Source: an optimization exercise on an open RTL-to-GDS flow (aim: small area). Production flows keep margins and buffers that such runs may drop.
Function was checked by simulation only, so behaviour that the tests miss may differ from the original.
The flow treats the clock pin as an ideal source, which a real chip does not have.

run 2:
## ircore_rx
module ircore_rx (
    input  wire        clk,
    input  wire        rst,             
    input  wire        set_mode,        
    input  wire [1:0]  mode_in,         
    input  wire        edge_valid,      
    input  wire [31:0] edge_ts,         
    input  wire        fire,            
    output wire        busy,
    output wire [1:0]  rx_mode,
    output wire [6:0]  rx_index,
    output wire        frame_active,
    output wire [3:0]  rx_result,
    output wire [31:0] rx_msg,
    output wire [31:0] rx_msg_count,
    output wire [31:0] rx_fail_count
);
    localparam [1:0] MODE_IDLE = 2'd0, MODE_NEC = 2'd1, MODE_RC6 = 2'd2;
    localparam [2:0] RES_NEC = 3'd1, RES_RC6 = 3'd2, RES_PM = 3'd3,
                     RES_MS  = 3'd4, RES_CF  = 3'd5, RES_UM = 3'd6;
    localparam [1:0] F_OK = 2'd0,    
                     F_LT = 2'd1,    
                     F_PM = 2'd2,    
                     F_MS = 2'd3;    
    reg [1:0]  mode_q;
    reg [6:0]  index_q;
    reg [2:0]  result_q;
    reg [1:0]  msg_hi_q;    
    reg [15:0] msg_lo_q;    
    reg [31:0] msg_cnt_q;
    reg [31:0] fail_cnt_q;
  ...
Size in the first run: ~700 cells after synthesis, roughly 150 I/O pins.
clock: 10.0 ns
lec_check: 0
cap_margin: 20
core_margin: 2
core_utilization: 70
slew_margin: 20
standard.sh (not shown) runs the stock make flow with config.mk's settings and CLKGATE_MAP_FILE= SYNTH_SCRIPT=/design/flow/synth_recipe.tcl, a recipe that flattens the netlist after the stock synthesis.
==> flow/flow/run.sh <==
#!/bin/bash
# The standard layout (standard.sh) with these changes:
#  - synthesis maps the logic with an area-oriented ABC script (synth_area.tcl),
#    and leaves adders to ABC instead of mapping them to ha/fa cells first;
#  - every port still gets its own buffer, a buf_1;
#  - the clock tree is built by clock_tree.tcl before CTS (a root clkbuf_8
#    and ten clkbuf_8 leaves over balanced clusters of flip-flops), and
#    clock_tree_synthesis, given only the clock port's net, leaves it as is.
# Each tool's full output goes to orfs/logs/ as in the standard flow; make's
# output goes to standard.log.
set -euo pipefail
export FLOW_SYNTH_TCL=$PWD/synth_recipe.tcl
export AREA_ABC_SCRIPT=$PWD/flow/area.abc
bash standard.sh \
  SYNTH_SCRIPT=$PWD/flow/synth_area.tcl ADDER_MAP_FILE= \
  'BUFFER_PORTS_ARGS=-buffer_cell sky130_fd_sc_hd__buf_1' \
  PRE_CTS_TCL=$PWD/flow/clock_tree.tcl \
  'CTS_ARGS=-clk_nets clk -dont_use_dummy_load -buf_list sky130_fd_sc_hd__clkbuf_8' \
  finish > standard.log 2>&1
Other scripts of this flow, unchanged in this note and not shown: flow/flow/area.abc, flow/flow/clock_tree.tcl, flow/flow/synth_area.tcl
Changes in run 5 relative to run 2:
-- flow/design.v --
<<< run 2, line 20
                     RES_MS  = 3'd4, RES_CF  = 3'd5, RES_UM = 3'd6;
    localparam [1:0] F_OK = 2'd0,    
                     F_LT = 2'd1,    
                     F_PM = 2'd2,    
                     F_MS = 2'd3;    
    reg [1:0]  mode_q;
    reg [6:0]  index_q;
>>> run 5, line 20
                     RES_MS  = 3'd4, RES_CF  = 3'd5, RES_UM = 3'd6;
    localparam [1:0] F_OK = 2'd0,    
                     F_PM = 2'd1,    
                     F_MS = 2'd2,    
                     F_LT = 2'd3;    
    reg [1:0]  mode_q;
    reg [6:0]  index_q;
<<< run 2, line 44
    assign rx_msg_count  = msg_cnt_q;
    assign rx_fail_count = fail_cnt_q;
    wire is_nec = mode_q[0];
    wire [6:0] cap = is_nec ? 7'd67 : 7'd28;
    wire do_mode = set_mode && (mode_in != 2'd3);
    wire do_fire = !set_mode && fire && (index_q != 7'd0);
    wire do_edge = !set_mode && !fire && edge_valid &&
                   (mode_q[0] || mode_q[1]) && (index_q < cap);
    wire [14:0] cy;
    wire [13:0] pn = ~prev_q[13:0];
>>> run 5, line 44
    assign rx_msg_count  = msg_cnt_q;
    assign rx_fail_count = fail_cnt_q;
    wire is_nec = (mode_q == MODE_NEC);
    wire [6:0] cap = is_nec ? 7'd67 : 7'd28;
    wire do_mode = set_mode && (mode_in != 2'd3);
    wire do_fire = !set_mode && fire && (index_q != 7'd0);
    wire do_edge = !set_mode && !fire && edge_valid &&
                   (mode_q != MODE_IDLE) && (index_q < cap);
    wire [14:0] cy;
    wire [13:0] pn = ~prev_q[13:0];
<<< run 2, line 168
                if (i1 || i2 || i3) begin
                    if (rc6_hdr_bad) stat_q <= F_PM;
                end else if (!stat_q[1] && !done_ph) begin
                    if (bits_ph) begin
                        if (!half_q && u_pw) begin
>>> run 5, line 168
                if (i1 || i2 || i3) begin
                    if (rc6_hdr_bad) stat_q <= F_PM;
                end else if (stat_q != F_PM && stat_q != F_MS && !done_ph) begin
                    if (bits_ph) begin
                        if (!half_q && u_pw) begin
### Flow results
Looking at netlist area before placement, run 5 sits 0.88% above run 2. Of run 2 and run 5, the run reporting the higher average size of a mapped cell was run 2. Run 5 — actual transition at the worst max-transition pin 0.057 ns higher, run 2 as reference. Cmp run 2 and run 5 / largest voltage drop on the vdd net / higher: run 5. Run 5: fraction of area in registers 0.43 points below run 2. Between run 5 and run 2, it is run 5 whose global-route track usage on met2 is higher, by 2.1 points. In run 5, the wire length came out about 9% above the value in run 2. The run with more setup slack is run 2; run 5 has less.

## re-timing with driven ports
The flow's constraints put no driver on any port. The routed layouts listed below were extracted and timed again, unchanged, in two steps.
Step 1, drivers: a clkbuf_16 drives clk and a buf_2 each remaining input, both assumed.
Step 2 times the ports against the registers' clock, not the clock port: input delays grow and output delays shrink by t, the midpoint of the rising clock arrivals with the driver on.
Slacks: no drivers / after step 1 / after step 2; pairs: no drivers / after step 1.
| run | t (ns) | setup WS [ns] | worst hold slack (ns) | cell pins on the clock port's net |
|---|---|---|---|---|
| run 2 | 0.435 | 2.493 / 2.493 / 2.081 | 0.457 / 0.457 / 0.457 | 1 |
| run 5 | 0.442 | 1.552 / 1.565 / 1.123 | 0.471 / 0.471 / 0.471 | 1 |
After both steps setup and hold are still met in every run listed. The setup slack of run 5, which loses most, moves by +0.013 ns with the drivers and by -0.429 ns with both steps.
